Background: an optimization exercise with open tools, aiming at small area. Do not read the settings as production practice. The RTL of this run was laid out without a check of its function. Power figures rest on the tool's default switching activity, not on a simulated workload.

<file path="design/flow/constraint.sdc">
create_clock -name core_clock -period 10.0 [get_ports {clk}]
set_input_delay 2.0000 -clock core_clock [delete_from_list [all_inputs] [get_ports {clk}]]
set_output_delay 2.0000 -clock core_clock [all_outputs]
set_load 0.01 [all_outputs]
</file>
<file path="design/flow/design.v">
module lfb_queue #(
    parameter W   = 8,
    parameter CAP = 5
) (
    input  wire         clk,
    input  wire         rst,
    input  wire         put_valid,
    input  wire [W-1:0] put_data,
    output wire         put_ok,
    output wire         get_valid,
    output wire [W-1:0] get_data,
    input  wire         get_ready
);
    localparam PW = $clog2(2 * CAP);
    reg [W-1:0]  slot [0:CAP-1];
    reg [PW-1:0] wr;
    reg [PW-1:0] rd;
    wire [PW-1:0] count = (wr >= rd) ? (wr - rd) : (wr + 2 * CAP - rd);
    wire          full  = (count == CAP);
    wire          empty = (count == 0);
    wire [PW-1:0] wr_idx = (wr >= CAP) ? (wr - CAP) : wr;
    wire [PW-1:0] rd_idx = (rd >= CAP) ? (rd - CAP) : rd;
    wire do_put = put_valid && !full;
    wire do_get = get_ready && !empty;
    assign put_ok    = do_put;
    assign get_valid = !empty;
    assign get_data  = slot[rd_idx];
    always @(posedge clk) begin
        if (rst) begin
            wr <= 0;
            rd <= 0;
        end else begin
            if (do_put) begin
                slot[wr_idx] <= put_data;
                wr <= (wr == 2 * CAP - 1) ? 0 : wr + 1;
            end
            if (do_get)
                rd <= (rd == 2 * CAP - 1) ? 0 : rd + 1;
        end
    end
endmodule
module lfb_pool #(
    parameter N_PACKETS = 5,
    parameter HW        = 3
) (
    input  wire                 clk,
    input  wire                 rst,
    input  wire                 alloc_req,
    output reg                  alloc_ok,
    output reg  [HW-1:0]        alloc_h,
    input  wire                 rel_a_valid,
    input  wire [HW-1:0]        rel_a_h,
    input  wire                 rel_b_valid,
    input  wire [HW-1:0]        rel_b_h,
    output wire [N_PACKETS-1:0] free_mask
);
    reg [N_PACKETS-1:0] free;
    integer i;
    assign free_mask = free;
    always @(*) begin
        alloc_ok = 1'b0;
        alloc_h  = 0;
        for (i = N_PACKETS - 1; i >= 0; i = i - 1) begin
            if (free[i]) begin
                alloc_ok = 1'b1;
                alloc_h  = i[HW-1:0];
            end
        end
    end
    always @(posedge clk) begin
        if (rst) begin
            free <= {N_PACKETS{1'b1}};
        end else begin
            for (i = 0; i < N_PACKETS; i = i + 1) begin
                if (alloc_req && alloc_ok && alloc_h == i)
                    free[i] <= 1'b0;
                if ((rel_a_valid && rel_a_h == i) || (rel_b_valid && rel_b_h == i))
                    free[i] <= 1'b1;
            end
        end
    end
endmodule
module lora_frame_block #(
    parameter N_PACKETS   = 5,
    parameter MAX_PAYLOAD = 64,
    parameter PQ_CAP      = 5,
    parameter EQ_CAP      = 5
) (
    input  wire        clk,
    input  wire        rst,
    input  wire        rx_valid,
    input  wire [7:0]  rx_byte,
    input  wire        edge_valid,
    input  wire [15:0] edge_pin,
    input  wire        edge_rising,
    output wire        pq_valid,
    output wire [2:0]  pq_handle,
    input  wire        pq_ready,
    input  wire        rel_valid,
    input  wire [2:0]  rel_handle,
    input  wire [2:0]  rd_handle,
    input  wire [1:0]  rd_sel,       
    input  wire [5:0]  rd_off,
    output reg  [15:0] rd_data,
    output wire        eq_valid,
    output wire [15:0] eq_pin,
    output wire        eq_rising,
    input  wire        eq_ready,
    output wire [4:0]  pool_free
);
    localparam HW = 3;
    localparam CW = $clog2(MAX_PAYLOAD + 1);
    localparam [1:0] S_CMD   = 2'd0,
                     S_LENLO = 2'd1,
                     S_LENHI = 2'd2,
                     S_DATA  = 2'd3;
    reg [7:0]  buf_cmd [0:N_PACKETS-1];
    reg [15:0] buf_len [0:N_PACKETS-1];
    reg [7:0]  buf_pay [0:N_PACKETS*MAX_PAYLOAD-1];
    reg [1:0]    ps;
    reg [HW-1:0] cur;
    reg [CW-1:0] cnt;
    wire        tag_ok  = (rx_byte >= 8'h01) && (rx_byte <= 8'h09);
    wire [15:0] len_new = {rx_byte, buf_len[cur][7:0]};
    wire [CW:0] cnt_inc = cnt + 1'b1;
    wire        alloc_ok;
    wire [HW-1:0] alloc_h;
    wire        pq_put_ok;
    reg  alloc_req;
    reg  emit;
    reg  abort;
    always @(*) begin
        alloc_req = 1'b0;
        emit      = 1'b0;
        abort     = 1'b0;
        if (rx_valid) begin
            case (ps)
                S_CMD:   alloc_req = tag_ok;
                S_LENHI: begin
                    if (len_new > MAX_PAYLOAD)
                        abort = 1'b1;
                    else if (len_new == 0)
                        emit = 1'b1;
                end
                S_DATA:  emit = (cnt_inc == buf_len[cur]);
                default: ;
            endcase
        end
    end
    wire parser_rel = abort || (emit && !pq_put_ok);
    always @(posedge clk) begin
        if (rst) begin
            ps  <= S_CMD;
            cnt <= 0;
        end else if (rx_valid) begin
            case (ps)
                S_CMD: begin
                    if (tag_ok && alloc_ok) begin
                        cur <= alloc_h;
                        buf_cmd[alloc_h] <= rx_byte;
                        ps <= S_LENLO;
                    end
                end
                S_LENLO: begin
                    buf_len[cur] <= {8'h00, rx_byte};
                    ps <= S_LENHI;
                end
                S_LENHI: begin
                    buf_len[cur] <= len_new;
                    if (abort || emit) begin
                        cnt <= 0;
                        ps  <= S_CMD;
                    end else begin
                        cnt <= 0;
                        ps  <= S_DATA;
                    end
                end
                S_DATA: begin
                    buf_pay[cur * MAX_PAYLOAD + cnt] <= rx_byte;
                    if (emit) begin
                        cnt <= 0;
                        ps  <= S_CMD;
                    end else begin
                        cnt <= cnt_inc[CW-1:0];
                    end
                end
            endcase
        end
    end
    lfb_pool #(.N_PACKETS(N_PACKETS), .HW(HW)) u_pool (
        .clk         (clk),
        .rst         (rst),
        .alloc_req   (alloc_req),
        .alloc_ok    (alloc_ok),
        .alloc_h     (alloc_h),
        .rel_a_valid (parser_rel),
        .rel_a_h     (cur),
        .rel_b_valid (rel_valid),
        .rel_b_h     (rel_handle),
        .free_mask   (pool_free)
    );
    lfb_queue #(.W(HW), .CAP(PQ_CAP)) u_pq (
        .clk       (clk),
        .rst       (rst),
        .put_valid (emit),
        .put_data  (cur),
        .put_ok    (pq_put_ok),
        .get_valid (pq_valid),
        .get_data  (pq_handle),
        .get_ready (pq_ready)
    );
    wire eq_put_ok;
    lfb_queue #(.W(17), .CAP(EQ_CAP)) u_eq (
        .clk       (clk),
        .rst       (rst),
        .put_valid (edge_valid),
        .put_data  ({edge_rising, edge_pin}),
        .put_ok    (eq_put_ok),
        .get_valid (eq_valid),
        .get_data  ({eq_rising, eq_pin}),
        .get_ready (eq_ready)
    );
    always @(*) begin
        case (rd_sel)
            2'd0:    rd_data = {8'h00, buf_cmd[rd_handle]};
            2'd1:    rd_data = buf_len[rd_handle];
            default: rd_data = {8'h00, buf_pay[rd_handle * MAX_PAYLOAD + rd_off]};
        endcase
    end
endmodule
</file>
<file path="design/flow/run.sh">
#!/bin/bash
# synth_recipe.tcl (not shown) runs the flow's synth.tcl, then flattens the netlist and writes it again
# the make line also repeats each setting of config.mk as NAME=value (left out here)
make -C /OpenROAD-flow-scripts/flow DESIGN_CONFIG=/design/flow/config.mk WORK_HOME=/design/flow/orfs CLKGATE_MAP_FILE= SYNTH_SCRIPT=/design/flow/synth_recipe.tcl finish
</file>
<file path="design/flow/config.mk">
export PLATFORM = sky130hd
export DESIGN_NAME = lora_frame_block
export DESIGN_NICKNAME = lora_frame_block
export VERILOG_FILES = /design/flow/design.v
export SDC_FILE = /design/flow/constraint.sdc
export NUM_CORES = 4
export LEC_CHECK = 0
export CAP_MARGIN = 20
export CORE_MARGIN = 2
export CORE_UTILIZATION = 40
export SLEW_MARGIN = 20
</file>
==> summary.md <==
| Metric | Value |
|---|---|
| Clk Latency, worst-skew pair | `890 ps` |
| Wire length per cell | `29.3 um` |
| Initial Utilization | `40.2%` |
| Netlist Area Pre-Place | `111000 um2` |
| Multi-input logic area | `25700 um2` |
| VDD IR max | `0.133 mV` |
| Hold Buf Count CTS | `0` |
| Post-CTS resize count | `0` |
| Post-CTS Setup Bufs | `0` |
| Final design instance area without fill | `126000 um2` |
| DIE AREA | `283000 um2` |
| Iter 0 DRT Violations | `6874` |
| Area grow syn2layout | `13.2%` |
| Cell variety after synth | `75` |
| Die width | `532 um` |
| Pre-CTS setup slack | `1120 ps` |
| Gr usage total | `19.2%` |
| Worst slew margin | `20.2%` |
| Top Family by Delay on Critical Path | `buffers and inverters` |
| GP Congestion | `0.823` |
| Dominant cell type by area after synthesis | `edfxtp_1` |
| Clock root cell | `clkbuf_16` |
| Largest net degree at the start of global routing | `208` |
| First-pass GRT wire length | `398000 um` |
| Most area-consuming cells after synthesis | `edfxtp_1 (75%), mux4_2 (16%), nor2_1 (1.4%)` |
| Layout cells sized above 1 | `25.3%` |
| Clk pin slew, worst setup/hold paths | `60 ps` |
| Mapped Cells | `5192` |
| Clk buf depth | `4` |
| Remaining DRCs | `0` |
| Crit path max fanout | `46` |
| CP max stage cell | `a2111oi_0` |
| Crit Path Class | `in -> out` |
| Vias in the first global route | `54000` |
| Worst Setup End Kind | `primary output` |
| Crit path buf inv count | `5` |
| Area after DPL | `117000 um2` |
| Avg Inst Size Synth | `21.4 um2` |
| Arrival time worst endpoint | `6990 ps` |
| Slowest stage delay, CP | `810 ps` |
| Leak pwr | `38.9 nW` |
| Critical Path RT | `8000 ps` |
| Final Setup Violations | `0` |
| Via/cell ratio | `5.76` |
| Main synth FF type | `edfxtp_1` |
| Worst slew pin tran | `1190 ps` |
| Yosys top cell area share | `75.1%` |
| RSZ-0062 raised after global routing | `no` |
| Clock sinks | `2816` |
| Routed Antenna Nets | `0` |
| Synth warnings | `4` |
| Hold Crit Class | `reg -> reg` |
| First-pass DRT Iterations | `5` |
| Final hold violation count | `0` |
| Async S/R FF share, synth | `0%` |
| IO buf count | `88` |
| Die height | `532 um` |
| Part of the Yosys area used for sequential elements | `75.7%` |
| Fillers | `23100` |
| Dpl hpwl | `166000 um` |
| Final WL | `274000 um` |
| FMAX | `111 MHz` |
| Number of synthesized flops with an enable pin | `2783` |
| NumNets Final | `5518` |
| Min Tclk post-route | `8990 ps` |
| Final setup TNS | `0 ps` |
| Initial antenna violation count | `17` |
| Core area | `277000 um2` |
| CTS tree | `yes` |
| Clock buffer count from CTS | `293` |
| Max-slew violations | `0` |
| Ports | `89` |
| Worst Skew | `59.2 ps` |
| Power Dens Cells | `198 nW/um2` |
| Setup ws final | `1010 ps` |
| Status | `finished clean` |
| H-tree depth | `5` |
| Synth Register Bits | `2816` |
| Max_cap viols | `0` |
| Final worst-path cycle share | `89.9%` |
| Core Rows | `193` |
| Total grt overflow | `0` |
| Register area | `84200 um2` |
| Vias | `53800` |
| CP Launch Type | `input pin` |
| Syn Nets | `5284` |
| CP Cell Sequence | `buf_8 -> buf_12 -> buf_4 -> mux4_2 -> mux4_2 -> a2111oi_0 -> nor3_1 -> buf_4 -> a31oi_1 -> a21oi_1 -> clkdlybuf4s50_1` |
==> report_power, final <==
part           internal, W  switching, W
Sequential          0.0130     0.0000236
Combinational     0.000650      0.000880
Clock              0.00595       0.00446
Total               0.0196       0.00537
==> synthesized netlist by cell type, types with 4 or more instances <==
cell type / n
edfxtp_1: 2783
mux4_2: 786
nor2_1: 424
mux2i_1: 144
clkbuf_1: 135
nand2_1: 105
buf_2: 71
o21ai_0: 56
a21oi_1: 54
inv_1: 41
ha_1: 40
buf_4: 39
buf_1: 35
dfxtp_1: 33
mux2_2: 33
a22oi_1: 29
nand3_1: 29
nor2b_1: 29
nor3_1: 27
and3_1: 25
o22ai_1: 25
nor4_1: 22
o2bb2ai_1: 21
nand2b_1: 20
a211oi_1: 15
xnor2_1: 15
a2111oi_0: 12
buf_6: 12
a31oi_1: 10
o211ai_1: 10
o221ai_1: 10
nand4_1: 8
fa_1: 6
or3_1: 6
nand3b_1: 5
nor4b_1: 5
o21a_1: 5
xor2_1: 5
o221a_2: 4
==> worst min-delay path: cells and delay by family (launching register included) <==
| family | cells | cell delay, ps |
|---|---|---|
| AO/OA/AOI/OAI | 1 | 60 |
| flip-flops | 1 | 360 |
| AND/OR/NAND/NOR | 1 | 70 |
==> kinds of logic after synthesis <==
group	share of synthesized area, %
buffers and inverters	1.42
xor gates and xnor gates	0.157
DFF	75.7
muxes	17.5
adders and majority gates	0.557
and+or+nand+nor	2.87
AOI/OAI and AO/OA	1.81
==> cell usage in the layout (no fill, tap or decap), drive strengths merged, types with 58 or more instances in the layout <==
cell type      netlist  routed
clkinv               0     118
clkbuf             135     360
o21ai               58      58
buf                157     160
nor2               424     424
mux2i              144     144
clkdlybuf4s50        0      70
edfxtp            2783    2783
nand2              105     105
mux4               786     786
==> final timing paths <==
kind,start,endpoint,slack [ps],depth (start not counted)
worst min-delay path,u_eq.wr[0],u_eq.wr[0],530,2
worst min register to register,u_eq.wr[0],u_eq.wr[0],530,2
worst max-delay path,rd_off[0],rd_data[3],1010,11
worst max register to register,cur[0],buf_pay[116][2],5250,7
==> per-stage QoR <==
step | power [W] | hold slack (ps) | instances | utilization, %
final | 0.0249 | 533 | 9354 | 45.5
after global routing | 0.0257 | 564 | 9350 | 45.5
after CTS | 0.0251 | 540 | 9346 | 45.5
after detailed placement | 0.0148 | 523 | 8835 | 42.3
after global placement | 0.0148 | 513 | 8835 | 42.2
after floorplan | 0.0141 | 475 | 5192 | -
==> routing by layer <==
layer	vias up	global-route usage (%)	routed length [um]
li1	22200	-	-
met1	28900	28.3	117000
met2	2297	29.4	128000
met3	397	3.71	23200
met4	12	4.71	6490
met5	-	0	69
==> sequential cells by signal, summed over array words and instances, names as in the netlist, 5 cells and up, named ones only <==
| register | count |
|---|---|
| cnt | 7 |
| buf_pay | 2560 |
| u_pool.free | 5 |
| u_pq.slot | 15 |
| u_eq.slot | 85 |
| buf_len | 80 |
| buf_cmd | 40 |
==> cell type report <==
cell class              count  share of cell area, %
diodes                      7                 0.0139
multi-input cells        2043                   20.4
flip-flops and latches   2816                   66.9
well taps                3705                   3.68
inverters                  41                  0.122
repair buffers            231                   1.81
clock inverters           152                  0.947
clock buffers             359                   6.20

-- afterwards: timing with drivers on the ports --
The flow's constraints put no driver on any port. The routed layout listed below was extracted and timed again, unchanged, in two steps.
Step 1, drivers: a clkbuf_16 drives clk and a buf_2 each remaining input, both assumed.
Step 2 times the ports against the registers' clock, not the clock port: input delays grow and output delays shrink by t, the midpoint of the rising clock arrivals with the driver on.
Slacks: ideal ports / drivers / drivers and shift; pairs: ideal ports / drivers.
t, ns: 0.953
setup WS [ns]: 1.011 / 0.964 / 0.964
slew at the worst register clock pin (ns): 0.07 / 0.07
cell pins on the clock port's net: 1
After both steps this run still meets setup and hold. The setup slack of this run moves by -0.047 ns with the drivers and by -0.047 ns with both steps.
